This design comes from an exercise in tuning for small area, a short achievable clock period and few clock cycles on the open sky130 flow, not from production work. Only simulation tests tie the RTL to the original design; equivalence was not proved. Power figures rest on the tool's default switching activity, not on a simulated workload.

**design/flow/run.sh**
```bash
#!/bin/bash
# synth_recipe.tcl (not shown) runs the flow's synth.tcl, then flattens the netlist and writes it again
# the make line also repeats each setting of config.mk as NAME=value (left out here)
make -C /OpenROAD-flow-scripts/flow DESIGN_CONFIG=/design/flow/config.mk WORK_HOME=/design/flow/orfs CLKGATE_MAP_FILE= SYNTH_SCRIPT=/design/flow/synth_recipe.tcl finish
```
**design/flow/config.mk**
```make
export PLATFORM = sky130hd
export DESIGN_NAME = pae_engine
export DESIGN_NICKNAME = pae_engine
export VERILOG_FILES = /design/flow/design.v
export SDC_FILE = /design/flow/constraint.sdc
export NUM_CORES = 4
export LEC_CHECK = 0
export ABC_AREA = 1
export CAP_MARGIN = 20
export CORE_MARGIN = 2
export CORE_UTILIZATION = 45
export PLACE_DENSITY = 0.6
export SETUP_SLACK_MARGIN = 4.5
export SLEW_MARGIN = 20
```
**design/flow/constraint.sdc**
```tcl
create_clock -name core_clock -period 12.0 [get_ports {clk}]
set_input_delay 2.4000 -clock core_clock [delete_from_list [all_inputs] [get_ports {clk}]]
set_output_delay 2.4000 -clock core_clock [all_outputs]
set_load 0.01 [all_outputs]
```
**design/flow/design.v**
```verilog
module pae_divstep #(parameter S = 4) (
    input  wire [15:0]  r,
    input  wire [S-1:0] bits,
    input  wire [15:0]  d,
    output wire [15:0]  r_n,
    output wire [S-1:0] q
);
    wire [15:0] rr [0:S];
    assign rr[0] = r;
    genvar s;
    generate
        for (s = 0; s < S; s = s + 1) begin : g_s
            wire [16:0] t  = {rr[s], bits[S-1-s]};
            wire [17:0] t1 = {1'b0, t} - {2'b0, d};
            assign q[S-1-s] = !t1[17];
            assign rr[s+1]  = t1[17] ? t[15:0] : t1[15:0];
        end
    endgenerate
    assign r_n = rr[S];
endmodule
module pae_mm4 #(parameter R = 2, parameter W = 24, parameter H = R) (
    input  wire [W-1:0]     r,
    input  wire [2*R-1:0]   b,
    input  wire [W+3:0]     a1,
    input  wire [W+3:0]     a3,
    input  wire [W+3:0]     n1,
    input  wire [W+3:0]     n3,
    input  wire [W+3:0]     n5,
    output wire [W-1:0]     r_n,
    output wire [W-1:0]     r_h,     
    output wire [2*R-1:0]   q_lo,
    output wire [2*R-1:0]   q_hi
);
    localparam WW = W + 4;
    wire [W-1:0] rr [0:R];
    assign rr[0] = r;
    wire [WW-1:0] a2 = {a1[WW-2:0], 1'b0};
    wire [WW-1:0] n2 = {n1[WW-2:0], 1'b0};
    wire [WW-1:0] n4 = {n1[WW-3:0], 2'b0};
    wire [WW-1:0] n6 = {n3[WW-2:0], 1'b0};
    genvar s;
    generate
        for (s = 0; s < R; s = s + 1) begin : g_s
            wire [1:0]    j  = b[2*R-1-2*s -: 2];
            wire [WW-1:0] ja = (j == 2'd0) ? {WW{1'b0}} : (j == 2'd1) ? a1 :
                               (j == 2'd2) ? a2 : a3;
            wire [WW-1:0] u4 = {2'b0, rr[s], 2'b0};
            wire [WW-1:0] t0 = u4 + ja;
            wire [WW-1:0] t1 = u4 + ja + n1;
            wire [WW-1:0] t2 = u4 + ja + n2;
            wire [WW-1:0] t3 = u4 + ja + n3;
            wire [WW-1:0] t4 = u4 + ja + n4;
            wire [WW-1:0] t5 = u4 + ja + n5;
            wire [WW-1:0] t6 = u4 + ja + n6;
            wire g1 = !t1[WW-1], g2 = !t2[WW-1], g3 = !t3[WW-1];
            wire g4 = !t4[WW-1], g5 = !t5[WW-1], g6 = !t6[WW-1];
            wire [2:0] q = g6 ? 3'd6 : g5 ? 3'd5 : g4 ? 3'd4 : g3 ? 3'd3 :
                           g2 ? 3'd2 : g1 ? 3'd1 : 3'd0;
            assign rr[s+1] = g6 ? t6[W-1:0] : g5 ? t5[W-1:0] : g4 ? t4[W-1:0] :
                             g3 ? t3[W-1:0] : g2 ? t2[W-1:0] : g1 ? t1[W-1:0] : t0[W-1:0];
            assign q_lo[2*R-1-2*s -: 2] = q[1:0];
            assign q_hi[2*R-1-2*s -: 2] = {q[2], 1'b0};
        end
    endgenerate
    assign r_n = rr[R];
    assign r_h = rr[H];
endmodule
module pae_engine (
    input  wire        clk,
    input  wire        rst,
    input  wire        cmd_valid,
    output wire        cmd_ready,
    input  wire [63:0] cmd_data,
    input  wire [31:0] time_us,
    output reg         resp_valid,
    output reg  [31:0] resp_data,
    output wire [3:0]  pin
);
    localparam NCH = 4;
    localparam S   = 2;                          
    localparam NB  = ((32 + S - 1) / S) * S;     
    localparam NG  = 24 / S;                     
    localparam NGB = NB / S;                     
    localparam SR  = 2 * S;                      
    localparam NGR = 24 / SR;
    localparam [3:0]  ABSMASK   = 4'b1000;
    localparam [15:0] INIT_FREQ = 16'd100;
    localparam [23:0] INIT_PER  = 24'd100000;
    localparam [23:0] TENM      = 24'd10000000;
    localparam [7:0] OP_BEGIN = 8'h01, OP_TICK  = 8'h02,
                     OP_SCHED = 8'h03, OP_SETF  = 8'h10, OP_SETD  = 8'h11,
                     OP_SETP  = 8'h12, OP_SETG  = 8'h13, OP_NXTF  = 8'h20,
                     OP_NXTD  = 8'h21, OP_NXTP  = 8'h22, OP_GET   = 8'h40;
    localparam [1:0] S_IDLE = 2'd0, S_RUN = 2'd1, S_WB = 2'd2, S_APREP = 2'd3;
    localparam [1:0] M_FREQ = 2'd0, M_REC = 2'd1, M_ABS = 2'd2;
    localparam [1:0] L_ONE = 2'd0, L_GFREQ = 2'd1, L_SCHED = 2'd2;
    reg [15:0] freq   [0:NCH-1];
    reg [13:0] duty   [0:NCH-1];
    reg [13:0] phase  [0:NCH-1];
    reg [23:0] period [0:NCH-1];
    reg [23:0] wstart [0:NCH-1];
    reg [23:0] wend   [0:NCH-1];
    reg [23:0] pos    [0:NCH-1];
    reg [NCH-1:0] wraps;
    reg [NCH-1:0] out;
    reg [NCH-1:0] fresh;      
    reg [15:0] pend_f [0:NCH-1];
    reg [13:0] pend_d [0:NCH-1];
    reg [13:0] pend_p [0:NCH-1];
    reg [NCH-1:0] dirty_f, dirty_d, dirty_p;
    reg        run;
    reg [31:0] lasttick;
    reg [31:0] reftime;
    reg        abs_ok;       
    reg [1:0]  state;
    reg [1:0]  mode;
    reg [1:0]  loop;
    reg [1:0]  ch;
    reg [4:0]  cnt;
    reg [15:0] fval;
    reg [NB-1:0] bs;
    reg [15:0] rd;
    reg [S-1:0] qp;           
    reg [23:0] qd;
    reg [23:0] rm, qm;        
    reg [13:0] rw;
    reg [23:0] qw_a, qs_a;
    reg [11:0] qw_b, qs_b;
    reg [13:0] rs;
    assign cmd_ready = (state == S_IDLE);
    wire [7:0]  c_op = cmd_data[63:56];
    wire [7:0]  c_ch = cmd_data[55:48];
    wire [1:0]  c_c  = cmd_data[49:48];
    wire [15:0] c_a  = cmd_data[47:32];
    wire        c_chok = (c_ch < NCH);
    wire        c_fok  = (c_a != 16'd0);
    wire [13:0] c_dcl  = (c_a > 16'd10000) ? 14'd10000 : c_a[13:0];
    wire [13:0] c_pcl  = (c_a > 16'd9999)  ? 14'd9999  : c_a[13:0];
    wire        c_zero_bc  = (cmd_data[31:0] == 32'd0);
    wire        c_zero_all = c_zero_bc && (c_ch == 8'd0) && (c_a == 16'd0);
    wire        acc = cmd_valid && (state == S_IDLE);
    wire [31:0] now = time_us;
    wire        now_ge_lt = (now >= lasttick);
    wire [31:0] xabs      = lasttick - reftime;
    wire        xabs_ok   = (xabs[31:26] != 6'h3f);
    wire [32:0] e25       = {1'b0, lasttick} + 33'h2000000;
    wire        lt25      = (now < e25[31:0]);
    wire        u_small   = e25[32] ? (now_ge_lt | lt25) : (now_ge_lt & lt25);
    wire [26:0] x3;
    wire [NCH-1:0] tok;
    wire [23:0] npos [0:NCH-1];
    wire [NCH-1:0] act;
    genvar ga;
    generate
        for (ga = 0; ga < NCH; ga = ga + 1) begin : g_act
            assign act[ga] = wraps[ga] ? ((pos[ga] >= wstart[ga]) || (pos[ga] < wend[ga]))
                                       : ((pos[ga] >= wstart[ga]) && (pos[ga] < wend[ga]));
        end
    endgenerate
    assign pin = (fresh & act) | (~fresh & out);
    genvar gc;
    generate
        for (gc = 0; gc < NCH; gc = gc + 1) begin : g_tick
            wire [23:0] p  = period[gc];
            wire [26:0] k0 = {3'd0, pos[gc]} - lasttick[26:0];
            wire [26:0] k1 = {3'd0, pos[gc]} - lasttick[26:0] - {3'd0, p};
            wire [26:0] k2 = {3'd0, pos[gc]} - lasttick[26:0] - {2'd0, p, 1'b0};
            wire [26:0] c0 = now[26:0] + k0;
            wire [26:0] c1 = now[26:0] + k1;
            wire [26:0] c2 = now[26:0] + k2;
            wire [32:0] m;
            wire [32:0] e  = {1'b0, lasttick} + m;
            wire        lt = (now < e[31:0]);
            assign tok[gc] = e[32] ? (now_ge_lt | lt) : (now_ge_lt & lt);
            wire [23:0] sel;
            if (ABSMASK[gc]) begin : g_abs
                wire [26:0] k3 = {3'd0, pos[gc]} - lasttick[26:0] - {2'd0, p, 1'b0} - {3'd0, p};
                wire [26:0] c3 = now[26:0] + k3;
                assign m = {7'd0, p, 2'b00} - {9'd0, pos[gc]};
                assign x3  = c0;
                assign sel = !c3[26] ? c3[23:0] : !c2[26] ? c2[23:0] :
                             !c1[26] ? c1[23:0] : c0[23:0];
            end else begin : g_acc
                assign m = {8'd0, p, 1'b1};           
                assign sel = !c2[26] ? c2[23:0] : !c1[26] ? c1[23:0] : c0[23:0];
            end
            assign npos[gc] = tok[gc] ? sel : pos[gc];
        end
    endgenerate
    reg         ld;           
    wire        loop_sched_ld;
    reg  [1:0]  lc;
    reg         lf;
    reg  [15:0] lv;
    function [4:0] bitlen16;
        input [15:0] v;
        integer k;
        begin
            bitlen16 = 5'd0;
            for (k = 0; k < 16; k = k + 1)
                if (v[k]) bitlen16 = k + 1;
        end
    endfunction
    function [4:0] lz24;
        input [23:0] v;
        integer k;
        begin
            lz24 = 5'd24;
            for (k = 0; k < 24; k = k + 1)
                if (v[k]) lz24 = 23 - k;
        end
    endfunction
    function [5:0] lzb;
        input [NB-1:0] v;
        integer k;
        begin
            lzb = NB;
            for (k = 0; k < NB; k = k + 1)
                if (v[k]) lzb = NB - 1 - k;
        end
    endfunction
    wire [4:0]  l_bl   = bitlen16(lv);
    wire [3:0]  l_gh   = l_bl / S;
    wire [23:0] l_ph   = TENM >> (24 - l_gh * S);
    wire [3:0]  l_gf   = (l_ph[15:0] < lv) ? l_gh : (l_bl - 5'd1) / S;
    wire [23:0] l_p    = period[lc];
    wire [3:0]  l_gr   = lz24(l_p) / SR;
    wire [4:0]  l_sh   = lf ? l_gf * S : l_gr * SR;
    wire [23:0] l_src  = lf ? TENM : l_p;
    wire [23:0] l_bs   = l_src << l_sh;
    wire [23:0] l_rd   = TENM >> (24 - l_gf * S);
    wire [13:0] l_duty  = (state == S_IDLE && c_op == OP_SETD) ? c_dcl :
                          (loop_sched_ld && dirty_d[lc]) ? pend_d[lc] : duty[lc];
    wire [13:0] l_phase = (state == S_IDLE && c_op == OP_SETP) ? c_pcl :
                          (loop_sched_ld && dirty_p[lc]) ? pend_p[lc] : phase[lc];
    wire [4:0]  l_cnt  = lf ? NG - l_gf + 1 : NGR - l_gr;
    wire [NB-1:0] bs_n;
    wire [15:0] rd_n;  wire [S-1:0] qd_b;
    wire [23:0] rm_n;  wire [S-1:0] qm_lo, qm_hi;
    wire [13:0] rw_n, rw_h;  wire [SR-1:0] qw_lo, qw_hi;
    wire [13:0] rs_n, rs_h;  wire [SR-1:0] qs_lo, qs_hi;
    reg  [SR-1:0] wq;         
    wire [S-1:0]  bstream = qp;
    reg  [27:0] ma1, ma3, mn1, mn3, mn5;
    reg  [17:0] wa1, wa3, sa1, sa3;
    reg         first;
    reg         pwb;         
    pae_divstep #(.S(S)) u_d (
        .r(rd), .bits(bs[NB-1 -: S]), .d(fval), .r_n(rd_n), .q(qd_b));
    pae_mm4 #(.R(S/2), .W(24)) u_m (
        .r(rm), .b(bstream), .a1(ma1), .a3(ma3), .n1(mn1), .n3(mn3), .n5(mn5),
        .r_n(rm_n), .r_h(), .q_lo(qm_lo), .q_hi(qm_hi));
    pae_mm4 #(.R(SR/2), .W(14), .H(S/2)) u_w (
        .r(rw), .b(wq), .a1(wa1), .a3(wa3), .n1(-18'sd10000), .n3(-18'sd30000), .n5(-18'sd50000),
        .r_n(rw_n), .r_h(rw_h), .q_lo(qw_lo), .q_hi(qw_hi));
    pae_mm4 #(.R(SR/2), .W(14), .H(S/2)) u_s (
        .r(rs), .b(wq), .a1(sa1), .a3(sa3), .n1(-18'sd10000), .n3(-18'sd30000), .n5(-18'sd50000),
        .r_n(rs_n), .r_h(rs_h), .q_lo(qs_lo), .q_hi(qs_hi));
    wire [23:0] wb_p     = (mode == M_FREQ) ? qd : period[ch];
    function [23:0] spread;       
        input [11:0] v;
        integer k;
        begin
            spread = 24'd0;
            for (k = 0; k < 11; k = k + 1)
                spread[2*k+2] = v[k];
        end
    endfunction
    wire [21:0] qm_inc   = qm[21:0] + 22'd1;
    wire [23:0] qm_n     = {qm_hi[1] ? qm_inc : qm[21:0], qm_lo};
    wire [23:0] wb_width = qw_a + spread(qw_b);
    wire [23:0] wb_start = qs_a + spread(qs_b);
    wire [24:0] wb_e     = {1'b0, wb_start} + {1'b0, wb_width};
    wire        wb_wrap  = (wb_e > {1'b0, wb_p});
    wire [24:0] wb_end   = wb_wrap ? (wb_e - {1'b0, wb_p}) : wb_e;
    wire [NCH-1:0] dirty_any = dirty_f | dirty_d | dirty_p;
    wire [NCH-1:0] later     = (ch == 2'd0) ? 4'b1110 : (ch == 2'd1) ? 4'b1100 :
                               (ch == 2'd2) ? 4'b1000 : 4'b0000;
    wire [NCH-1:0] sch_cand  = (state == S_IDLE) ? dirty_any : (dirty_any & later);
    wire [1:0]  sch_c = sch_cand[0] ? 2'd0 : sch_cand[1] ? 2'd1 : sch_cand[2] ? 2'd2 : 2'd3;
    wire        sch_more = |sch_cand;
    wire [5:0]  a_lz = lzb(bs);
    wire [4:0]  a_gr = a_lz / S;
    wire [4:0]  a_gp = (5'd23 - lz24(period[3])) / S;    
    wire [5:0]  a_ts = a_gr + a_gp;
    wire [4:0]  a_t  = (a_ts > NGB - 1) ? NGB - 1 : a_ts[4:0];
    wire [2*NB-1:0] a_z = {{NB{1'b0}}, bs} << (a_t * S);
    function [31:0] regread;
        input [7:0]  rch;
        input [15:0] sel;
        reg   [1:0]  c;
        reg          fw;
        begin
            c = rch[1:0];
            fw = pwb && (c == ch);
            regread = 32'd0;
            if (rch < NCH) begin
                case (sel)
                    16'h0000: regread = {16'd0, freq[c]};
                    16'h0001: regread = {18'd0, duty[c]};
                    16'h0002: regread = {18'd0, phase[c]};
                    16'h0003: regread = {8'd0, period[c]};
                    16'h0004: regread = {8'd0, fw ? wb_start : wstart[c]};
                    16'h0005: regread = {8'd0, fw ? wb_end[23:0] : wend[c]};
                    16'h0006: regread = {8'd0, pos[c]};
                    16'h0007: regread = {29'd0, ABSMASK[c], fw ? wb_wrap : wraps[c], pin[c]};
                    16'h0008: regread = {16'd0, pend_f[c]};
                    16'h0009: regread = {18'd0, pend_d[c]};
                    16'h000A: regread = {18'd0, pend_p[c]};
                    16'h000B: regread = {29'd0, dirty_p[c], dirty_d[c], dirty_f[c]};
                    default:  regread = 32'd0;
                endcase
            end
            if (rch == 8'd0) begin
                case (sel)
                    16'h0080: regread = {31'd0, run};
                    16'h0081: regread = lasttick;
                    16'h0082: regread = reftime;
                    16'h0083: regread = reftime;
                    16'h0084: regread = 32'd1000000;
                    16'h0085: regread = reftime;
                    16'h0088: regread = NCH;
                    16'h0089: regread = 32'd8;
                    16'h008A: regread = 32'd1000000;
                    16'h008C: regread = 32'hA5030A21;
                    16'h008D: regread = 32'hFFFF0001;
                    16'h008E: regread = {28'd0, ABSMASK};
                    16'h00C0, 16'h00C1, 16'h00C2, 16'h00C3,
                    16'h00C4, 16'h00C5, 16'h00C6, 16'h00C7:
                              regread = 32'd1000000;
                    default:  ;
                endcase
            end
        end
    endfunction
    always @* begin
        ld = 1'b0;
        lc = c_c;
        lf = 1'b0;
        lv = c_a;
        if (state == S_IDLE) begin
            case (c_op)
            OP_SETF: begin lf = 1'b1; ld = acc && c_zero_bc && c_chok && c_fok; end
            OP_SETG: begin lf = 1'b1; lc = 2'd0; ld = acc && c_zero_bc && (c_ch == 8'd0) && c_fok; end
            OP_SETD, OP_SETP: ld = acc && c_zero_bc && c_chok;
            OP_SCHED: begin
                lc = sch_c; lf = dirty_f[sch_c]; lv = pend_f[sch_c];
                ld = acc && c_zero_all && run && sch_more;
            end
            default: ;
            endcase
        end else if (state == S_WB) begin
            if (loop == L_GFREQ) begin
                lc = ch + 2'd1; lf = 1'b1; lv = fval; ld = (ch != 2'd3);
            end else if (loop == L_SCHED) begin
                lc = sch_c; lf = dirty_f[sch_c]; lv = pend_f[sch_c]; ld = sch_more;
            end
        end
    end
    assign loop_sched_ld = ld && ((state == S_IDLE) ? (c_op == OP_SCHED) : (loop == L_SCHED));
    integer i;
    always @(posedge clk) begin
        if (rst) begin
            state      <= S_IDLE;
            loop       <= L_ONE;
            mode       <= M_FREQ;
            ch         <= 2'd0;
            resp_valid <= 1'b0;
            resp_data  <= 32'd0;
            run        <= 1'b0;
            lasttick   <= 32'd0;
            reftime    <= 32'd0;
            abs_ok     <= 1'b1;
            wraps      <= {NCH{1'b0}};
            out        <= {NCH{1'b0}};
            fresh      <= {NCH{1'b0}};
            pwb        <= 1'b0;
            dirty_f    <= {NCH{1'b0}};
            dirty_d    <= {NCH{1'b0}};
            dirty_p    <= {NCH{1'b0}};
            for (i = 0; i < NCH; i = i + 1) begin
                freq[i]   <= INIT_FREQ;
                duty[i]   <= 14'd0;
                phase[i]  <= 14'd0;
                period[i] <= INIT_PER;
                wstart[i] <= 24'd0;
                wend[i]   <= 24'd0;
                pos[i]    <= 24'd0;
                pend_f[i] <= 16'd0;
                pend_d[i] <= 14'd0;
                pend_p[i] <= 14'd0;
            end
        end else begin
            resp_valid <= 1'b0;
            out        <= pin;
            pwb <= 1'b0;
            if (pwb) begin
                fresh[ch]  <= 1'b0;
                wstart[ch] <= wb_start;
                wend[ch]   <= wb_end[23:0];
                wraps[ch]  <= wb_wrap;
            end
            if (ld) begin
                ch    <= lc;
                mode  <= lf ? M_FREQ : M_REC;
                fval  <= lv;
                cnt   <= l_cnt;
                qp    <= {S{1'b0}};
                wq    <= lf ? {SR{1'b0}} : l_bs[23 -: SR];
                bs    <= lf ? {l_bs, {(NB-24){1'b0}}} : {l_bs << SR, {(NB-24){1'b0}}};
                rd    <= l_rd[15:0];
                qd    <= 24'd0;
                rm    <= 24'd0; qm <= 24'd0;
                first <= 1'b1;
                wa1   <= {4'd0, l_duty};
                wa3   <= {4'd0, l_duty} + {3'd0, l_duty, 1'b0};
                sa1   <= {4'd0, l_phase};
                sa3   <= {4'd0, l_phase} + {3'd0, l_phase, 1'b0};
                rw    <= 14'd0; qw_a <= 24'd0; qw_b <= 12'd0;
                rs    <= 14'd0; qs_a <= 24'd0; qs_b <= 12'd0;
                state <= S_RUN;
                if (lf && lc == 2'd3) abs_ok <= 1'b0;
                if (loop_sched_ld) begin
                    if (dirty_d[lc]) duty[lc]  <= pend_d[lc];
                    if (dirty_p[lc]) phase[lc] <= pend_p[lc];
                    dirty_f[lc] <= 1'b0;
                    dirty_d[lc] <= 1'b0;
                    dirty_p[lc] <= 1'b0;
                end
            end
            case (state)
            S_IDLE: if (cmd_valid) begin
                loop <= L_ONE;
                case (c_op)
                OP_BEGIN: if (c_zero_all && !run) begin
                    run      <= 1'b1;
                    lasttick <= now;
                    reftime  <= now;
                    abs_ok   <= (pos[3] == 24'd0);
                end
                OP_TICK: if (c_zero_all && run) begin
                    for (i = 0; i < NCH; i = i + 1)
                        if (!ABSMASK[i])
                            pos[i] <= npos[i];
                    fresh    <= 4'b1111;
                    lasttick <= now;
                    if (abs_ok && xabs_ok && tok[3]) begin
                        pos[3] <= npos[3];
                    end else begin
                        bs    <= (abs_ok && xabs_ok && u_small) ? {{(NB-27){1'b0}}, x3}
                                                                : {{NB{1'b0}}, now - reftime};
                        ch    <= 2'd3;
                        mode  <= M_ABS;
                        state <= S_APREP;
                    end
                end
                OP_SCHED: loop <= L_SCHED;
                OP_SETG:  loop <= L_GFREQ;
                OP_SETD: if (c_zero_bc && c_chok) duty[c_c]  <= c_dcl;
                OP_SETP: if (c_zero_bc && c_chok) phase[c_c] <= c_pcl;
                OP_NXTF: if (c_zero_bc && c_chok && c_fok) begin
                    pend_f[c_c]  <= c_a;
                    dirty_f[c_c] <= 1'b1;
                end
                OP_NXTD: if (c_zero_bc && c_chok) begin
                    pend_d[c_c]  <= c_dcl;
                    dirty_d[c_c] <= 1'b1;
                end
                OP_NXTP: if (c_zero_bc && c_chok) begin
                    pend_p[c_c]  <= c_pcl;
                    dirty_p[c_c] <= 1'b1;
                end
                OP_GET: if (c_zero_bc) begin
                    resp_valid <= 1'b1;
                    resp_data  <= regread(c_ch, c_a);
                end
                default: ;
                endcase
            end
            S_APREP: begin
                bs    <= a_z[NB-1:0] << S;
                qp    <= a_z[NB-1 -: S];
                cnt   <= NGB - a_t;
                rm    <= a_z[NB+23:NB];
                ma1   <= 28'd1;
                ma3   <= 28'd3;
                mn1   <= 28'd0 - {4'd0, period[3]};
                mn3   <= 28'd0 - {4'd0, period[3]} - {3'd0, period[3], 1'b0};
                mn5   <= 28'd0 - {4'd0, period[3]} - {2'd0, period[3], 2'b0};
                first <= 1'b0;
                state <= S_RUN;
            end
            S_RUN: begin
                if (mode != M_FREQ || cnt != 5'd1) begin
                    bs  <= (mode == M_REC) ? bs << SR : bs << S;
                    rd  <= rd_n;
                    qp  <= (mode == M_FREQ) ? qd_b : bs[NB-1 -: S];
                    wq  <= (mode == M_FREQ) ? {qd_b, {(SR-S){1'b0}}} : bs[NB-1 -: SR];
                    qd  <= {qd[23-S:0], qd_b};
                end
                first <= 1'b0;
                if (mode == M_FREQ && first) begin
                    ma1 <= {4'd0, pos[ch]};
                    ma3 <= {4'd0, pos[ch]} + {3'd0, pos[ch], 1'b0};
                    mn1 <= 28'd0 - {4'd0, period[ch]};
                    mn3 <= 28'd0 - {4'd0, period[ch]} - {3'd0, period[ch], 1'b0};
                    mn5 <= 28'd0 - {4'd0, period[ch]} - {2'd0, period[ch], 2'b0};
                end else begin
                    rm  <= rm_n;
                    qm  <= qm_n;
                end
                if (mode == M_REC) begin
                    rw   <= rw_n;
                    qw_a <= {qw_a[23-SR:0], qw_lo};
                    qw_b <= {qw_b[9:0], qw_hi[3], qw_hi[1]};
                    rs   <= rs_n;
                    qs_a <= {qs_a[23-SR:0], qs_lo};
                    qs_b <= {qs_b[9:0], qs_hi[3], qs_hi[1]};
                end else begin
                    rw   <= rw_h;
                    qw_a <= {qw_a[23-S:0], qw_lo[SR-1 -: S]};
                    qw_b <= {qw_b[10:0], qw_hi[3]};
                    rs   <= rs_h;
                    qs_a <= {qs_a[23-S:0], qs_lo[SR-1 -: S]};
                    qs_b <= {qs_b[10:0], qs_hi[3]};
                end
                cnt <= cnt - 5'd1;
                if (cnt == 5'd1) begin
                    if (mode == M_ABS) begin
                        pos[3] <= rm_n;
                        abs_ok <= 1'b1;
                        state  <= S_IDLE;
                    end else if (loop == L_ONE || (loop == L_SCHED && !sch_more)) begin
                        if (mode == M_FREQ) begin
                            freq[ch]   <= fval;
                            period[ch] <= qd;
                            pos[ch]    <= qm_n;
                        end
                        fresh[ch] <= 1'b0;
                        pwb       <= 1'b1;
                        state     <= S_IDLE;
                    end else
                        state  <= S_WB;
                end
            end
            S_WB: begin
                begin
                    if (mode == M_FREQ) begin
                        freq[ch]   <= fval;
                        period[ch] <= qd;
                        pos[ch]    <= qm;
                    end
                    fresh[ch]  <= 1'b0;
                    wstart[ch] <= wb_start;
                    wend[ch]   <= wb_end[23:0];
                    wraps[ch]  <= wb_wrap;
                end
                if (!ld) state <= S_IDLE;
            end
            default: state <= S_IDLE;
            endcase
        end
    end
endmodule
```
==> results of run 1 <==
## routing by layer
layer	routed length, um	vias to the layer above	part of all wire, %	global-route usage (%)
met5	560	-	0.086	0.578
met4	49600	48	7.6	25.1
met3	88100	1729	14	13.8
met2	264000	8400	41	58.7
met1	249000	66500	38	52.8
li1	-	63300	-	-
## power by group through the flow
stage                     Clock, uW  Sequential (uW)  Combinational [uW]
final                          5460             5150                9270
after global routing           5590             5150               10000
after floorplan                   0             5190                5220
after detailed placement          0             5240                7300
after global placement            0             5240                7300
after CTS                      5440             5150                8020
## path summary, 6_finish.rpt
check                              startpoint            end
worst max register to register          wq[3]          rs[5]
worst min-delay path            resp_data[26]  resp_data[26]
worst max-delay path                    wq[3]          rs[5]
worst min register to register  resp_data[26]  resp_data[26]
## area by class of cell
class                           instances  area [um^2]
Antenna cell                           56          140
Clock buffer                          190         4320
Clock inverter                        108         1320
Fill cell                           29000       143000
Inverter                             2193         8470
Multi-Input combinational cell      13800        91200
Sequential cell                      1299        37700
Tap cell                             3958         4950
Timing Repair Buffer                  878         7720
Timing Repair inverter                  5         33.8
## what timing repair did
item / in CTS / in global routing
setup buffers: 162 / 183
gates resized for setup: 539 / 713
pin swaps: 121 / 264
cloned: 11 / 12
endpoints found under the setup margin: 439 / 428
## placed cells by master (no fill, tap or decap), types with 55 or more instances in the layout
cell             instances
a21oi_1               1752
a21oi_2                 73
a221oi_1                88
a22oi_1                 79
a31oi_1                125
buf_4                  644
clkbuf_16              173
clkdlybuf4s50_1        112
clkinvlp_4              55
dfxtp_1                123
diode_2                 56
edfxtp_1              1167
fa_1                   224
ha_1                  1536
inv_1                 2045
inv_2                   66
nand2_1               2998
nand2_2                108
nand3_1                653
nand4_1                124
nor2_1                1486
nor3_1                 171
o211ai_1               264
o21ai_0               1280
o21ai_1                191
o21ai_2                100
o21bai_1               109
o221ai_1                61
o22ai_1                484
or2_2                  103
xnor2_1                314
xor2_1                 543
## kinds of logic after synthesis
logic type                 Yosys count  synth area share, %
and+or+nand+nor                   5892                 18.0
AOI/OAI and AO/OA                 5135                 21.9
buffers and inverters             2802                 7.92
adders and majority gates         1799                 18.0
DFF                               1299                 27.9
xor gates and xnor gates           944                 6.14
muxes                               10               0.0742
other                                1              0.00278
## flip-flops by register name, indices dropped and copies added, names as in the netlist, 26 cells and up
signal     cells
wstart        96
pos           96
phase         56
pend_f        64
mn5           26
lasttick      32
pend_p        56
bs            32
reftime       32
mn3           27
resp_data     32
wend          96
duty          56
freq          64
period        96
pend_d        56
## through the flow
step	power, uW	setup slack [ns]	instances	util [%]	hold slack, ns
global route	20800	3.76	22400	52.1	0.484
global placement	12500	1.89	21700	47.5	0.452
CTS	18600	4.43	22200	50.5	0.464
detailed placement	12500	1.82	21700	47.5	0.456
finish	19900	4.15	22500	52.1	0.463
floorplan	10400	4.51	17900	-	0.440
## worst max-delay path, delay by kind of cell (launching register included)
kind,cells,cell delay [ns]
and+or+nand+nor,14,1.23
DFF,1,0.44
buffers and inverters,12,1.56
xor gates and xnor gates,1,0.17
AOI/OAI and AO/OA,20,3.36
adders and majority gates,3,0.76
==> out/metrics.cfg, run 1 <==
[grt]
antenna_found_initial = 66
grt_util_all_layers_pct = 40.9
grt_pass1_vias = 127000
overflow = 0
grt_first_pass_wirelength_um = 901000
grt_max_degree = 130

[synth]
synthTopCellsByArea = edfxtp_1 26%, ha_1 15%, nand2_1 8.7%
ys_types = 84
ys_seq_area_share_pct = 27.9
synth_top_area_share_pct = 26.0
synth_cells = 17900
synthTopCellsByCount = 3113 x nand2_1, 2134 x inv_1, 1843 x a21oi_1
ys_ff_latch = 1299
synth_area_um2 = 135000
ys_async_sr_fraction_pct = 0
syn_nets = 19800
synth_edf_count = 1167
yosysWarnings = 4
yosysMostFrequentCell = nand2_1
yosys.area.top_type = edfxtp_1
ys.flop_type = edfxtp_1
syn_area_per_cell_um2 = 7.54

[pwr]
switching_share_pct = 41.3
leakage_uw = 0.0674
irDropWorstVdd_uv = 158
cellPowerDensity_nw_per_um2 = 128
power_frac_comb_pct = 46.6
p_sw_uw = 8200
seq_power_share_pct = 25.9
intPower_uw = 11700
clkPwrFrac_pct = 27.5

[detailed_routing]
drt-total-wl_um = 652000
via_per_inst = 6.23
drt_iter0_drc = 18800
drt_pre_antenna_iters = 10
ant_nets = 0
drc = 0
via_count = 140000
avgRoutedWirePerCell_um = 29.0

[worst_setup_path]
critPathSlowestCell = edfxtp_1
cp.arrival_ns = 8.43
critPathMaxStageDelay_ns = 0.44
ff2ff_setup_slack_ns = 4.15
critPathLaunchType = register
critPathMostFrequentCell = nand2_2
rr_worst_depth = 50
critPathCaptureType = register
critPathMaxFanout = 6
critPathKind = reg -> reg
crit_required_ns = 12.58

[run]
maxCapViolations = 0

[sta]
hold_viol_final = 0
fmax_mhz = 127
rsz0062_at_grt = yes
min_period_ns = 7.85
fin_crit_sh_pct = 65.4
worstMarginPinSlew_ns = 1.31
slew_violations = 0
setup_viol = 0
final.setup_skew_ns = 0.0961
relSlewSlack_pct = 11.8
finalSetupTns_ns = 0

[worst_hold_path]
worstHoldPathType = reg -> reg
min_path_cells = 2

[placement]
port_buffers = 136
place_area_um2 = 142000
dp_hpwl_um = 505000
gp_congestion = 1.07

[cells_and_area]
syn_to_final_growth_pct = 15.5
final_nets = 20200
drive_gt1_share_pct = 11.1
fin_area_um2 = 156000

[run_status]
outcome = finished clean

[cts]
cts_tree = yes
htree_num_levels = 4
insertion_delay_ns = 0.92
numCtsBuffers = 165
ctsHoldBuffers = 0
root_buffer = clkbuf_16
cts.sinks = 1299
clkTransAtPathRegs_ns = 0.06
cts_buffer_depth = 4

[floorplanning]
die_w_um = 551
die_h_um = 551
die_area_um2 = 304000
ios = 137
fp-row-count = 201
fp.coreArea_um2 = 299000
initial_core_util_pct = 45.1

Testbench counts, summed over its fixed seeds: cycles 41,048.
==> inputs of run 2 (changes only) <==
--- a/design/flow/design.v
+++ b/design/flow/design.v
@@ -243,7 +243,7 @@
     wire [S-1:0]  bstream = qp;
     reg  [27:0] ma1, ma3, mn1, mn3, mn5;
     reg  [17:0] wa1, wa3, sa1, sa3;
-    reg         first;
+    reg         first;       
     reg         pwb;         
     pae_divstep #(.S(S)) u_d (
         .r(rd), .bits(bs[NB-1 -: S]), .d(fval), .r_n(rd_n), .q(qd_b));
@@ -530,7 +530,8 @@
                         pos[3] <= rm_n;
                         abs_ok <= 1'b1;
                         state  <= S_IDLE;
-                    end else if (loop == L_ONE || (loop == L_SCHED && !sch_more)) begin
+                    end else if (loop == L_ONE || (loop == L_SCHED && !sch_more) ||
+                                 (loop == L_GFREQ && ch == 2'd3)) begin
                         if (mode == M_FREQ) begin
                             freq[ch]   <= fval;
                             period[ch] <= qd;
==> run 2 against run 1 <==
Net effect:
- global-route usage grew 1.4 points
- routed wire length grew 4.4%
- critical path depth is the same
- maximum frequency grew 0.18%
- still clean on timing, DRC and antenna
- critical path type unchanged
- core utilization grew 0.73 points
- synthesized cell count grew 0.41%
- cell area grew 1.6%
- first-iteration DRC count grew 11%
- clock skew grew 0.052 ns
==> out/metrics.cfg, run 2 <==
[run]
maxCapViolations = 0  ; unchanged

[worst_hold_path]
min_to = dirty_p[0]
worstHoldPathType = reg -> reg
min_path_cells = 2  ; unchanged
min_from = dirty_p[0]

[detailed_routing]
drt_pre_antenna_iters = 10  ; unchanged
drt-total-wl_um = 681000  ; +4.4%
drc = 0  ; unchanged
avgRoutedWirePerCell_um = 30.1  ; +3.7%
drt_iter0_drc = 20900  ; +11%
via_per_inst = 6.29  ; +0.98%
ant_nets = 0  ; unchanged
via_count = 142000  ; +1.7%

[sta]
hold_viol_final = 0  ; unchanged
min_period_ns = 7.83  ; -0.0144 ns
fin_crit_sh_pct = 65.3  ; -0.12 points
relSlewSlack_pct = 11.1  ; -0.66 points
finalSetupTns_ns = 0  ; unchanged
fmax_mhz = 128  ; +0.18%
worstMarginPinSlew_ns = 1.32  ; +0.00978 ns
hold_ws_ns = 0.466  ; +0.00299 ns
worst_slack_ns = 4.17  ; +0.0144 ns
setup_viol = 0  ; unchanged
final.setup_skew_ns = 0.148  ; +0.0517 ns
slew_violations = 0  ; unchanged
rsz0062_at_grt = yes

[placement]
port_buffers = 136  ; unchanged
dp_hpwl_um = 528000  ; +4.5%
gp_congestion = 1.10  ; +3.5%
dp_cells = 21800  ; +0.35%
post-place-ws_ns = 2.01  ; +0.192 ns

[synth]
synth_top_area_share_pct = 25.9  ; -0.13 points
yosys.area.top_type = edfxtp_1
ys_seq_area_share_pct = 27.8  ; -0.14 points
synth_cells = 18000  ; +0.41%
synth_edf_count = 1167  ; unchanged
ys.flop_type = edfxtp_1
synth_area_um2 = 136000  ; +0.51%
ys_async_sr_fraction_pct = 0  ; unchanged
yosysWarnings = 4  ; unchanged
ys_types = 91  ; +8.3%
syn_nets = 19900  ; +0.37%
synthTopCellsByCount = 3139 x nand2_1, 2084 x inv_1, 1842 x a21oi_1
ys_ff_latch = 1299  ; unchanged
syn_area_per_cell_um2 = 7.55  ; about the same
yosysMostFrequentCell = nand2_1
synthTopCellsByArea = edfxtp_1 26%, ha_1 14%, nand2_1 8.7%

[floorplanning]
die_area_um2 = 306000  ; +0.51%
ios = 137  ; unchanged
die_w_um = 553  ; +0.25%
die_h_um = 553  ; +0.25%
initial_core_util_pct = 45.2  ; +0.12 points
fp-row-count = 201  ; unchanged
fp.coreArea_um2 = 300000  ; +0.25%

[pwr]
irDropWorstVdd_uv = 120  ; -24%
cellPowerDensity_nw_per_um2 = 125  ; -1.7%
leakage_uw = 0.0685  ; +1.6%

[worst_setup_path]
cp.arrival_ns = 8.49  ; +0.06 ns
r2r_end = rw[8]
critPathLaunchType = register
critPathKind = reg -> reg
critPathMostFrequentCell = nand2_1
worstReg2RegStart = wq[3]
critPathCaptureType = register
crit_required_ns = 12.66  ; +0.08 ns
ff2ff_setup_slack_ns = 4.17  ; about the same
rr_worst_depth = 50  ; unchanged
critPathMaxStageDelay_ns = 0.60  ; +0.16 ns
critPathSlowestCell = a221oi_1
critPathMaxFanout = 8  ; +2

[cells_and_area]
layout.cells.non_filler = 22600  ; +0.67%
drive_gt1_share_pct = 12.5  ; +1.4 points
syn_to_final_growth_pct = 16.8
final_nets = 20400  ; +0.84%
layout_common_cells = 3000 x nand2_1, 1987 x inv_1, 1711 x a21oi_1, 1524 x ha_1, 1406 x nor2_1
final_common_cell = nand2_1
fin_util_pct = 52.8  ; +0.73 points
fillers = 29500  ; +1.5%

[grt]
overflow = 0  ; unchanged
grt_util_all_layers_pct = 42.3  ; +1.4 points
grt_max_degree = 165  ; +27%
grt_first_pass_wirelength_um = 936000  ; +3.9%
grt_pass1_vias = 129000  ; +1.6%
antenna_found_initial = 54  ; -18%

[cts]
insertion_delay_ns = 0.97  ; +0.05 ns
cts.sinks = 1299  ; unchanged
cts_buffer_depth = 4  ; unchanged
cts_tree = yes
htree_num_levels = 4  ; unchanged
clkTransAtPathRegs_ns = 0.06  ; about the same
root_buffer = clkbuf_16
numCtsBuffers = 167  ; +1.2%

[run_status]
outcome = finished clean

## run 2: how the worst max path moves through the flow
stage          depth (start not counted)         end  startpoint
6_report                              50       rw[8]       wq[3]
5_1_grt                               57       rw[8]       wq[2]
4_1_cts                               58      rw[12]       wq[3]
3_5_place_dp                          37  pos[3][15]       qp[1]
3_3_place_gp                          37  pos[3][15]       qp[1]
2_1_floorplan                         52       rw[9]       wq[3]
## run 2: cell type report
class,instances,area (um^2),share of cell area [%]
well taps,3958,4950,3.13
multi-input cells,13900,92700,58.5
flip-flops and latches,1299,37700,23.8
clock inverters,107,1370,0.867
inverters,2163,8410,5.31
clock buffers,198,4400,2.78
repair buffers,989,8780,5.54
diodes,32,80.1,0.0506
repair inverters,5,32.5,0.0205
## run 2: timing repair
action / 4_1_cts / 5_1_grt
resized for setup: 574 / 858
hold buffers: 0 / 0
gates cloned: 11 / 12
pin swaps: 142 / 298
setup endpoints to repair: 467 / 417
setup buffers: 199 / 237
## run 2: critical path: cells and delay by family (launching register included)
kind	cells	cell delay (ns)
simple gates	23	3.00
flops	1	0.44
fa+ha+maj	2	0.48
buf+inv	12	1.39
compound gates	13	2.28
## run 2: metal layers
layer  global-route usage, %  up-vias  wire [um]
met5                    1.22        -        357
met4                    24.8       18      49400
met3                    14.2     1615      93300
met2                    59.1     8627     271000
met1                    56.4    68200     267000
li1                        -    63800          -
## run 2: logic make-up (layout without fill, tap and decap cells)
family / Yosys count / count (layout) / synth area share [%]
buf+inv: 2790 / 3462 / 7.88
xor+xnor: 949 / 949 / 6.15
flops: 1299 / 1299 / 27.8
simple gates: 5999 / 6004 / 18.5
compound gates: 5114 / 5114 / 21.8
mux: 5 / 5 / 0.0369
fa+ha+maj: 1799 / 1799 / 17.9
other cells: 1 / 33 / 0.00277
## run 2: per-stage QoR
step           area (um^2)  total power [uW]
2_1_floorplan       136000             10500
3_3_place_gp        143000             12600
3_5_place_dp        143000             12700
4_1_cts             152000             18800
5_1_grt             158000             20800
6_report            158000             19900
## run 2: power by group
group | switching (uW) | internal (uW)
Combinational | 5810 | 3350
Clock | 2330 | 3220
Sequential | 114 | 5040
Total | 8260 | 11600
Testbench counts of run 2, summed over its fixed seeds: cycles 40,896.
==> inputs of run 3 (changes only) <==
--- a/design/flow/config.mk
+++ b/design/flow/config.mk
@@ -9,6 +9,7 @@
 export CAP_MARGIN = 20
 export CORE_MARGIN = 2
 export CORE_UTILIZATION = 45
+export CTS_BUF_LIST = sky130_fd_sc_hd__clkbuf_4 sky130_fd_sc_hd__clkbuf_8
 export PLACE_DENSITY = 0.6
 export SETUP_SLACK_MARGIN = 4.5
 export SLEW_MARGIN = 20
==> run 3 against run 2 <==
Net effect:
- non-clock buffer count up 15
- sequential cell count unchanged
- register-to-register slack improved by 0.17 ns
- maximum frequency is 2.2% higher
- routed wire length about the same
- hold slack improved by 0.00071 ns
- sequential power is essentially flat
- clock power down 12%
- critical path type unchanged
==> out/metrics.cfg, run 3 <==
[pwr]
irDropWorstVdd_uv = 119  ; -1.1%
power_frac_comb_pct = 47.9  ; +1.8 points
clkPwrFrac_pct = 25.3  ; -2.6 points
leakage_uw = 0.0685  ; about the same
intPower_uw = 11000  ; -5.2%
switching_share_pct = 42.9  ; +1.4 points
cellPowerDensity_nw_per_um2 = 122  ; -2.8%
p_sw_uw = 8270  ; +0.22%
seq_power_share_pct = 26.7  ; +0.8 points

[worst_setup_path]
ff2ff_setup_slack_ns = 4.34  ; +0.17 ns
critPathCaptureType = register
critPathKind = reg -> reg
critPathSlowestCell = nor4_1
critPathMaxFanout = 7  ; -1
critPathMaxStageDelay_ns = 0.51  ; -0.09 ns
cp.arrival_ns = 8.45  ; -0.04 ns
crit_required_ns = 12.79  ; +0.13 ns
critPathLaunchType = register

[floorplanning]
fp.coreArea_um2 = 300000  ; unchanged
die_h_um = 553  ; unchanged
fp-row-count = 201  ; unchanged
ios = 137  ; unchanged
die_w_um = 553  ; unchanged
die_area_um2 = 306000  ; unchanged
initial_core_util_pct = 45.2  ; unchanged

[synth]
yosysWarnings = 4  ; unchanged
synth.area.mux_share_pct = 0.0369  ; unchanged
yosysMostFrequentCell = nand2_1
synth_area_um2 = 136000  ; unchanged
syn_nets = 19900  ; unchanged
synthSimpleGateAreaFrac_pct = 18.5  ; unchanged
synth_edf_count = 1167  ; unchanged
synthTopCellsByCount = 3139 x nand2_1, 2084 x inv_1, 1842 x a21oi_1
ys_ff_latch = 1299  ; unchanged
syn_area_per_cell_um2 = 7.55  ; unchanged
ys_async_sr_fraction_pct = 0  ; unchanged
ys.flop_type = edfxtp_1
ys_types = 91  ; unchanged
synthTopCellsByArea = edfxtp_1 26%, ha_1 14%, nand2_1 8.7%
synth_xor_area_share_pct = 6.15  ; unchanged
ys_seq_area_share_pct = 27.8  ; unchanged
yosys.area.top_type = edfxtp_1
synth_cells = 18000  ; unchanged
synth_top_area_share_pct = 25.9  ; unchanged
synth-compound-area-share_pct = 21.8  ; unchanged
synth_top_family_by_area = compound AO/OA/AOI/OAI gates
synthAdderAreaFrac_pct = 17.9  ; unchanged

[detailed_routing]
ant_nets = 0  ; unchanged
wl_met1_um = 266000  ; -0.24%
highest_layer = met5
wl_met3_um = 94800  ; +1.6%
drc = 0  ; unchanged
drt-total-wl_um = 681000  ; about the same
via_count = 143000  ; +0.39%
drt_iter0_drc = 20000  ; -4.2%
via_per_inst = 6.26  ; -0.36%
wl_met2_um = 269000  ; -0.58%
drt_pre_antenna_iters = 7  ; -3
avgRoutedWirePerCell_um = 29.9  ; -0.76%

[cts]
cts_tree = yes
htree_num_levels = 5  ; +1
insertion_delay_ns = 1.09  ; +0.12 ns
cts.sinks = 1299  ; unchanged
root_buffer = clkbuf_8
numCtsBuffers = 264  ; +58%
clkTransAtPathRegs_ns = 0.07  ; about the same
cts_buffer_depth = 4  ; unchanged

[placement]
gp_congestion = 1.10  ; unchanged
dp_cells = 21800  ; unchanged
dp_hpwl_um = 528000  ; unchanged
port_buffers = 136  ; unchanged

[sta]
min_period_ns = 7.66  ; -0.172 ns
relSlewSlack_pct = 3.06  ; -8.1 points
fin_crit_sh_pct = 63.9  ; -1.4 points
hold_viol_final = 0  ; unchanged
slew_violations = 0  ; unchanged
rsz0062_at_grt = yes
setup_viol = 0  ; unchanged
finalSetupTns_ns = 0  ; unchanged
worstMarginPinSlew_ns = 1.45  ; +0.135 ns
final.setup_skew_ns = 0.124  ; -0.0241 ns
fmax_mhz = 131  ; +2.2%

[cells_and_area]
layout_common_cells = 2995 x nand2_1, 1986 x inv_1, 1710 x a21oi_1, 1524 x ha_1, 1415 x nor2_1
layout.cells.non_filler = 22800  ; +0.75%
final_common_cell = nand2_1
final_nets = 20500  ; +0.54%
drive_gt1_share_pct = 13.2  ; +0.74 points
syn_to_final_growth_pct = 16.6
fillers = 29600  ; +0.50%

[worst_hold_path]
worstHoldPathType = reg -> reg

[grt]
overflow = 0  ; unchanged
grt_max_degree = 165  ; unchanged
grt_util_all_layers_pct = 42.4  ; about the same
grt_first_pass_wirelength_um = 937000  ; +0.13%
antenna_found_initial = 54  ; unchanged
grt_pass1_vias = 129000  ; +0.57%

[run_status]
outcome = finished clean

[run]
maxCapViolations = 0  ; unchanged

==> run 3: stage by stage <==
step	total power [uW]	cell area, um^2	util, %	setup slack (ns)	hold WS (ns)
global placement	12600	143000	47.6	2.09	0.456
floorplan	10500	136000	-	4.57	0.440
CTS	18100	152000	50.6	4.40	0.468
detailed placement	12700	143000	47.6	2.01	0.460
finish	19300	158000	52.7	4.34	0.467
global route	20200	158000	52.7	3.87	0.497
==> run 3: cells by family (layout without fill, tap and decap cells) <==
group           Yosys count  count (layout)
simple gates           5999            6003
compound gates         5114            5114
buf+inv                2790            3643
fa+ha+maj              1799            1799
flops                  1299            1299
xor+xnor                949             949
mux                       5               5
other cells               1              22
==> run 3: area by class of cell <==
class / instances / area, um^2 / share of cell area (%)
Multi-Input combinational cell: 13900 / 92800 / 58.7
Sequential cell: 1299 / 37700 / 23.9
Timing Repair Buffer: 1004 / 8910 / 5.64
Inverter: 2163 / 8410 / 5.32
Tap cell: 3958 / 4950 / 3.13
Clock buffer: 354 / 4400 / 2.79
Clock inverter: 118 / 798 / 0.505
Antenna cell: 21 / 52.6 / 0.0332
Timing Repair inverter: 4 / 27.5 / 0.0174
==> run 3: critical path, delay by kind of cell, from the launching register on <==
kind	cells	cell delay (ns)
AND/OR/NAND/NOR	21	2.92
AO/OA/AOI/OAI	12	1.85
buffers and inverters	11	1.50
adder cells (fa/ha/maj)	2	0.52
flip-flops	1	0.45
XOR/XNOR	1	0.16
==> run 3: per-layer routing <==
| metal | vias to the layer above | global-route usage, % |
|---|---|---|
| met4 | 38 | 25.0 |
| met2 | 8712 | 58.8 |
| met3 | 1694 | 14.3 |
| li1 | 64000 | - |
| met1 | 68300 | 56.6 |
| met5 | - | 0 |
==> run 3: path summary, 6_finish.rpt <==
path	startpoint	to	depth (start not counted)
min reg2reg	dirty_p[0]	dirty_p[0]	2
max	wq[2]	rw[13]	47
max reg2reg	wq[2]	rw[13]	47
min	dirty_p[0]	dirty_p[0]	2
==> run 3: power by group through the flow <==
stage / combinational (uW) / clock [uW] / sequential [uW]
6_report: 9240 / 4880 / 5150
5_1_grt: 10000 / 5050 / 5150
4_1_cts: 8060 / 4850 / 5140
3_5_place_dp: 7420 / 0 / 5240
3_3_place_gp: 7410 / 0 / 5240
2_1_floorplan: 5270 / 0 / 5190
==> run 3: repair_timing <==
item / CTS / global route
endpoints found under the setup margin: 422 / 421
hold buffers: 0 / 0
setup buffers: 184 / 266
gates cloned: 9 / 11
resized for setup: 538 / 880
pin swaps: 119 / 305
==> inputs of run 4 (changes only) <==
--- a/design/flow/config.mk
+++ b/design/flow/config.mk
@@ -8,8 +8,8 @@
 export ABC_AREA = 1
 export CAP_MARGIN = 20
 export CORE_MARGIN = 2
-export CORE_UTILIZATION = 45
+export CORE_UTILIZATION = 40
 export CTS_BUF_LIST = sky130_fd_sc_hd__clkbuf_4 sky130_fd_sc_hd__clkbuf_8
-export PLACE_DENSITY = 0.6
-export SETUP_SLACK_MARGIN = 4.5
+export PLACE_DENSITY = 0.55
+export SETUP_SLACK_MARGIN = 4
 export SLEW_MARGIN = 20
==> run 4 against run 3 <==
Net effect:
- area after synthesis unchanged
- global-route usage down 3.8 points
- cell count increased by 1.6%
- first-iteration DRC count decreased by 5.0%
- synthesized cell count did not move
- clock power rose by 8.6%
- critical endpoint is now bs[15]
- largest power group unchanged
==> out/metrics.cfg, run 4 <==
[synth]
synthTopCellsByArea = edfxtp_1 26%, ha_1 14%, nand2_1 8.7%
syn_nets = 19900  ; unchanged
ys_async_sr_fraction_pct = 0  ; unchanged
syn_area_per_cell_um2 = 7.55  ; unchanged
ys.flop_type = edfxtp_1
ys_ff_latch = 1299  ; unchanged
synth_edf_count = 1167  ; unchanged
synthTopCellsByCount = 3139 x nand2_1, 2084 x inv_1, 1842 x a21oi_1
yosysWarnings = 4  ; unchanged
yosys.area.top_type = edfxtp_1
synth_cells = 18000  ; unchanged
ys_types = 91  ; unchanged
synth_area_um2 = 136000  ; unchanged
synth_top_area_share_pct = 25.9  ; unchanged
yosysMostFrequentCell = nand2_1
ys_seq_area_share_pct = 27.8  ; unchanged

[worst_setup_path]
crit_start = time_us[0]
critPathMaxFanout = 32  ; +25
critPathKind = in -> reg
critPathLaunchType = primary input
r2r_end = pos[3][9]
cp.arrival_ns = 8.77  ; +0.32 ns
crit_required_ns = 12.79  ; about the same
ff2ff_setup_slack_ns = 4.21  ; -0.13 ns
rr_worst_depth = 45  ; -4.3%
critPathCaptureType = register
worstReg2RegStart = pos[3][3]

[run]
maxCapViolations = 0  ; unchanged

[cts]
ctsHoldBuffers = 0  ; unchanged
insertion_delay_ns = 1.14  ; +0.05 ns
root_buffer = clkbuf_8
clkTransAtPathRegs_ns = 0.07  ; about the same
cts_buffer_depth = 4  ; unchanged
numCtsBuffers = 270  ; +2.3%
cts.sinks = 1299  ; unchanged
cts_tree = yes
htree_num_levels = 5  ; unchanged

[detailed_routing]
via_count = 140000  ; -1.6%
drc = 0  ; unchanged
drt_pre_antenna_iters = 7  ; unchanged
avgRoutedWirePerCell_um = 29.9  ; about the same
ant_nets = 0  ; unchanged
via_per_inst = 6.07  ; -3.2%
drt-total-wl_um = 692000  ; +1.7%
drt_iter0_drc = 19000  ; -5.0%

[floorplanning]
die_h_um = 586  ; +6.0%
fp-row-count = 213  ; +6.0%
initial_core_util_pct = 40.2  ; -5.0 points
die_area_um2 = 344000  ; +12%
ios = 137  ; unchanged
die_w_um = 586  ; +6.0%
fp.coreArea_um2 = 337000  ; +12%

[grt]
grt-busiest-layer = met2
grt_pass1_vias = 128000  ; -1.1%
use_met2_pct = 54.4  ; -4.4 points
use_met3_pct = 11.3  ; -3.0 points
grt_first_pass_wirelength_um = 948000  ; +1.1%
met1_usage_pct = 52.5  ; -4.1 points
grt_util_all_layers_pct = 38.6  ; -3.8 points
antenna_found_initial = 65  ; +20%
overflow = 0  ; unchanged
grt_max_degree = 126  ; -24%

[pwr]
leakage_uw = 0.0669  ; -2.3%
irDropWorstVdd_uv = 149  ; +25%
cellPowerDensity_nw_per_um2 = 123  ; +0.56%

[sta]
slew_violations = 0  ; unchanged
setup_viol = 0  ; unchanged
fin_crit_sh_pct = 66.6  ; +2.7 points
final.setup_skew_ns = 0.181  ; +0.0574 ns
min_period_ns = 7.99  ; +0.326 ns
finalSetupTns_ns = 0  ; unchanged
worstMarginPinSlew_ns = 1.35  ; -0.104 ns
fmax_mhz = 125  ; -4.1%
rsz0062_at_grt = yes
hold_viol_final = 0  ; unchanged
relSlewSlack_pct = 9.02  ; +6.0 points

[cells_and_area]
final_common_cell = nand2_1
drive_gt1_share_pct = 10.4  ; -2.8 points
layout_common_cells = 3074 x nand2_1, 2013 x inv_1, 1778 x a21oi_1, 1546 x ha_1, 1421 x nor2_1
fillers = 34400  ; +16%
final_nets = 20300  ; -1.0%
fin_area_um2 = 155000  ; -2.3%
syn_to_final_growth_pct = 14.0

[run_status]
outcome = finished clean

[placement]
dp_hpwl_um = 542000  ; +2.8%
place_area_um2 = 144000  ; +0.68%
port_buffers = 136  ; unchanged
gp_congestion = 1.10  ; -0.64%

[worst_hold_path]
min_to = dirty_p[0]
min_from = dirty_p[0]
min_path_cells = 2  ; unchanged
worstHoldPathType = reg -> reg

## run 4: changes by cell type in the layout (fill, tap and decap cells not counted), moves of 27 or more
cell     delta
buf_4     -144
nand2_1    +79
a21oi_1    +68
o21ai_0    +51
a21oi_2    -46
buf_6      -44
nand2_2    -42
nand3_1    +40
nand2_4    -34
nand3_2    -34
o21ai_2    -34
inv_1      +27
## run 4: critical path, cell delays in order
cell,delay [ns]
clkdlybuf4s50_1,0.41
buf_4,0.24
inv_1,0.49
ha_1,0.25
inv_1,0.04
a21oi_1,0.10
o21ai_0,0.09
nand2_1,0.14
a31o_2,0.22
o2111ai_1,0.36
nand2_1,0.23
nand2_1,0.18
nor2_1,0.39
o21ai_1,0.35
maj3_1,0.57
nand3_1,0.13
buf_4,0.43
clkinvlp_4,0.46
o211ai_1,0.90
nor2_1,0.06
o21ai_0,0.20
nand2_1,0.07
## run 4: timing repair
action / 4_1_cts / 5_1_grt
gates resized for setup: 204 / 537
cloned: 1 / 8
setup buffers: 62 / 167
pin swaps: 25 / 146
endpoints found under the setup margin: 291 / 341
## run 4: how the worst max path moves through the flow
stage,end,slack [ns],cells past startpoint
2_1_floorplan,rd[1],4.46,40
3_3_place_gp,rs[11],2.15,42
3_5_place_dp,rs[11],2.13,42
4_1_cts,resp_data[21],3.76,34
5_1_grt,rw[12],3.83,58
6_report,bs[15],4.01,22
## run 4: cell type report
cell class	instances	area, um^2	area share (%)
Timing Repair inverter	3	22.5	0.0146
Timing Repair Buffer	792	6730	4.36
Tap cell	4515	5650	3.66
Multi-Input combinational cell	13900	90300	58.5
Antenna cell	32	80.1	0.0518
Clock inverter	109	1050	0.681
Inverter	2163	8340	5.40
Sequential cell	1299	37700	24.4
Clock buffer	375	4610	2.98
## run 4: layer usage
metal	routed length [um]	vias to the layer above	share of wire (%)
met5	207	-	0.030
met4	46300	28	6.7
met3	87400	1388	13
met2	277000	8054	40
met1	281000	67400	41
li1	-	63600	-
## run 4: where the power goes
group	switching, uW	internal, uW
logic	5490	3010
registers	112	5040
clock network	2390	2900
total	8000	10900
## run 4: kinds of logic after synthesis
kind of cell	count (synthesis)	share of synthesized area, %
other	1	0.00277
DFF	1299	27.8
buffers and inverters	2790	7.88
AOI/OAI and AO/OA	5114	21.8
muxes	5	0.0369
xor gates and xnor gates	949	6.15
and+or+nand+nor	5999	18.5
adders and majority gates	1799	17.9
## run 4: stage by stage
stage          worst slack, ns  cells  utilization, %  total power (uW)  hold WS, ns
4_1_cts                   3.76  22900            44.7             18200        0.469
6_report                  4.01  23200            45.9             19000        0.470
5_1_grt                   3.83  23100            45.9             19900        0.500
3_5_place_dp              2.13  22400            42.6             12700        0.459
3_3_place_gp              2.15  22400            42.6             12700        0.457
2_1_floorplan             4.46  18000               -             10500        0.440
==> inputs of run 5 (changes only) <==
--- a/design/flow/config.mk
+++ b/design/flow/config.mk
@@ -9,7 +9,6 @@
 export CAP_MARGIN = 20
 export CORE_MARGIN = 2
 export CORE_UTILIZATION = 40
-export CTS_BUF_LIST = sky130_fd_sc_hd__clkbuf_4 sky130_fd_sc_hd__clkbuf_8
 export PLACE_DENSITY = 0.55
 export SETUP_SLACK_MARGIN = 4
 export SLEW_MARGIN = 20
==> run 5 against run 4 <==
Net effect:
- hold slack is essentially flat
- die area is the same
- critical path depth shrank 1
- clock power grew 2%
- clock skew shrank 0.042 ns
- power grew 0.37%
- maximum frequency shrank 0.56%
- worst setup slack lost 0.045 ns
- sequential cell count is the same
- sequential power is essentially flat
- global-route usage shrank 0.080 points
- critical path type is now reg -> out
==> out/metrics.cfg, run 5 <==
[worst_setup_path]
cp.arrival_ns = 5.63  ; -3.14 ns
rr_worst_depth = 42  ; -6.7%
critPathCaptureType = output pin
critPathKind = reg -> out
crit_required_ns = 9.60  ; -3.19 ns
critPathLaunchType = register
critPathMaxFanout = 4  ; -88%

[worst_hold_path]
worstHoldPathType = reg -> reg
min_path_cells = 2  ; unchanged

[floorplanning]
die_w_um = 586  ; unchanged
fp-row-count = 213  ; unchanged
initial_core_util_pct = 40.2  ; unchanged
ios = 137  ; unchanged
die_area_um2 = 344000  ; unchanged
fp.coreArea_um2 = 337000  ; unchanged
die_h_um = 586  ; unchanged

[detailed_routing]
drt_pre_antenna_iters = 9  ; +2
via_count = 140000  ; -0.62%
drt_iter0_drc = 19100  ; +0.61%
avgRoutedWirePerCell_um = 30.1  ; +0.60%
drc = 0  ; unchanged
via_per_inst = 6.07  ; about the same
ant_nets = 0  ; unchanged
drt-total-wl_um = 691000  ; -0.11%

[synth]
synthAdderAreaFrac_pct = 17.9  ; unchanged
synth_cells = 18000  ; unchanged
syn_nets = 19900  ; unchanged
synthTopCellsByArea = edfxtp_1 26%, ha_1 14%, nand2_1 8.7%
ys_types = 91  ; unchanged
synth_area_um2 = 136000  ; unchanged
ys_ff_latch = 1299  ; unchanged
ys.flop_type = edfxtp_1
synth_top_family_by_area = compound AO/OA/AOI/OAI gates
ys_async_sr_fraction_pct = 0  ; unchanged
synth-compound-area-share_pct = 21.8  ; unchanged
synth_top_area_share_pct = 25.9  ; unchanged
yosysMostFrequentCell = nand2_1
synth_xor_area_share_pct = 6.15  ; unchanged
synthSimpleGateAreaFrac_pct = 18.5  ; unchanged
ys_seq_area_share_pct = 27.8  ; unchanged
syn_area_per_cell_um2 = 7.55  ; unchanged
synthTopCellsByCount = 3139 x nand2_1, 2084 x inv_1, 1842 x a21oi_1
synth.area.mux_share_pct = 0.0369  ; unchanged
yosysWarnings = 4  ; unchanged
synth_edf_count = 1167  ; unchanged
yosys.area.top_type = edfxtp_1

[grt]
grt_max_degree = 126  ; unchanged
grt_first_pass_wirelength_um = 945000  ; -0.27%
overflow = 0  ; unchanged
antenna_found_initial = 58  ; -11%
grt_util_all_layers_pct = 38.5  ; -0.080 points
grt_pass1_vias = 127000  ; -0.66%

[cells_and_area]
fillers = 34400  ; -0.26%
final_nets = 20200  ; -0.42%
layout_common_cells = 3077 x nand2_1, 2017 x inv_1, 1782 x a21oi_1, 1548 x ha_1, 1422 x nor2_1
final_common_cell = nand2_1
fin_util_pct = 45.8  ; -0.055 points
drive_gt1_share_pct = 9.48  ; -0.97 points
syn_to_final_growth_pct = 13.8

[pwr]
switching_share_pct = 42.1  ; -0.14 points
p_sw_uw = 8000  ; about the same
intPower_uw = 11000  ; +0.61%
seq_power_share_pct = 27.1  ; about the same
leakage_uw = 0.0667  ; -0.33%
cellPowerDensity_nw_per_um2 = 123  ; +0.49%
power_frac_comb_pct = 44.6  ; -0.3 points
clkPwrFrac_pct = 28.4  ; +0.5 points
irDropWorstVdd_uv = 141  ; -5.6%

[cts]
insertion_delay_ns = 0.96  ; -0.18 ns
cts_tree = yes
cts_buffer_depth = 4  ; unchanged
clkTransAtPathRegs_ns = 0.07  ; about the same
numCtsBuffers = 172  ; -36%
root_buffer = clkbuf_16
htree_num_levels = 4  ; -1
cts.sinks = 1299  ; unchanged

[sta]
rsz0062_at_grt = yes
min_period_ns = 8.03  ; +0.0454 ns
finalSetupTns_ns = 0  ; unchanged
fmax_mhz = 124  ; -0.56%
hold_ws_ns = 0.471  ; +0.000417 ns
final.setup_skew_ns = 0.139  ; -0.0422 ns
hold_viol_final = 0  ; unchanged
relSlewSlack_pct = 14.6  ; +5.6 points
slew_violations = 0  ; unchanged
fin_crit_sh_pct = 66.9  ; +0.38 points
worstMarginPinSlew_ns = 1.27  ; -0.0830 ns
setup_viol = 0  ; unchanged

[run]
maxCapViolations = 0  ; unchanged

[run_status]
outcome = finished clean

[placement]
port_buffers = 136  ; unchanged
dp_hpwl_um = 542000  ; unchanged
gp_congestion = 1.10  ; unchanged

[run 5: routing by layer]
metal	wire length (um)	global-route usage, %	vias up
met4	47500	21.6	16
met5	125	0	-
met1	280000	52.4	67100
li1	-	-	63400
met3	87400	11.3	1359
met2	276000	54.2	7714
[run 5: power by group through the flow]
stage	combinational [uW]	sequential [uW]	clock (uW)
global route	9280	5150	5530
CTS	7720	5140	5380
floorplan	5270	5190	0
finish	8480	5150	5390
global placement	7480	5240	0
detailed placement	7440	5240	0
[run 5: worst paths after layout]
kind | startpoint | to | slack [ns]
max | pos[3][0] | pin[3] | 3.97
min | dirty_p[0] | dirty_p[0] | 0.47
max reg2reg | lasttick[6] | pos[3][1] | 4.17
min reg2reg | dirty_p[0] | dirty_p[0] | 0.47
[run 5: final cells by class]
cell class	count	area (um^2)	area share [%]
well taps	4515	5650	3.66
clock inverters	103	1010	0.655
flip-flops and latches	1299	37700	24.4
repair inverters	3	22.5	0.0146
repair buffers	802	6890	4.47
clock buffers	209	4530	2.93
diodes	27	67.6	0.0438
inverters	2163	8320	5.39
multi-input cells	13900	90100	58.4
[run 5: logic make-up (layout without fill, tap and decap cells)]
group / count (synthesis) / in the layout
flops: 1299 / 1299
compound gates: 5114 / 5114
fa+ha+maj: 1799 / 1799
xor+xnor: 949 / 949
buf+inv: 2790 / 3280
other cells: 1 / 28
simple gates: 5999 / 6003
mux: 5 / 5
[run 5: metrics by stage]
step	power [uW]	instance area, um^2	setup slack, ns	std cells
floorplan	10500	136000	4.46	18000
global placement	12700	144000	2.15	22400
detailed placement	12700	144000	2.13	22400
CTS	18200	151000	3.96	22800
global route	20000	154000	3.85	23000
finish	19000	154000	3.97	23000
[run 5: critical path, stage by stage, from the launching register on]
cell and delay (ns):
edfxtp_1 0.37, buf_12 0.14, clkinvlp_4 0.13, buf_4 0.21, ha_1 0.29, inv_1 0.05, nand2_1 0.04, a21oi_1 0.12
o21ai_0 0.09, nand2_1 0.06, a21boi_0 0.07, o211ai_1 0.16, nand2_1 0.17, a21oi_1 0.79, o211ai_1 0.27, nand4_1 0.15
o211ai_1 0.12, nand2_1 0.08, o211ai_1 0.07, o21ai_0 0.34, inv_1 0.40, clkdlybuf4s50_1 0.60
[run 5: repair_timing]
action / in CTS / in global routing
hold endpoints to repair: 0 / 0
endpoints found under the setup margin: 290 / 343
cloned: 2 / 11
pin swaps: 22 / 127
setup buffers: 73 / 163
hold buffers: 0 / 0
gates resized for setup: 208 / 492

separate check: timing with driven ports:
How much do the figures lean on ideal ports? The routed layouts below were timed once more, with nothing changed but the port constraints.
Step 1: set_driving_cell puts a clkbuf_16 on clk and a buf_2 on each other input, an assumption about the parent block.
Step 2 also shifts input and output timing later by t, the mid clock arrival at the registers, as if the neighbouring blocks saw the same clock.
a / b / c = ideal / step 1 / step 2; a / b = the first two.
| run | shift t [ns] | slack for setup (ns) | worst register clock-pin slew, ns | worst data-port slew with drivers (ns) | cell pins on the clock port's net |
|---|---|---|---|---|---|
| run 1 | 0.989 | 4.151 / 4.151 / 3.582 | 0.07 / 0.07 | 0.26 | 1 |
| run 2 | 1.002 | 4.166 / 4.166 / 3.573 | 0.07 / 0.07 | 0.17 | 1 |
| run 3 | 1.131 | 4.338 / 4.338 / 3.498 | 0.07 / 0.07 | 0.16 | 1 |
| run 4 | 1.153 | 4.012 / 3.921 / 2.768 | 0.08 / 0.08 | 0.24 | 1 |
| run 5 | 0.998 | 3.967 / 3.861 / 3.112 | 0.07 / 0.07 | 0.25 | 1 |
After both steps setup and hold are still met in every run listed. For run 4, which loses most, drivers alone change the setup slack by -0.091 ns; drivers and shift together by -1.244 ns.
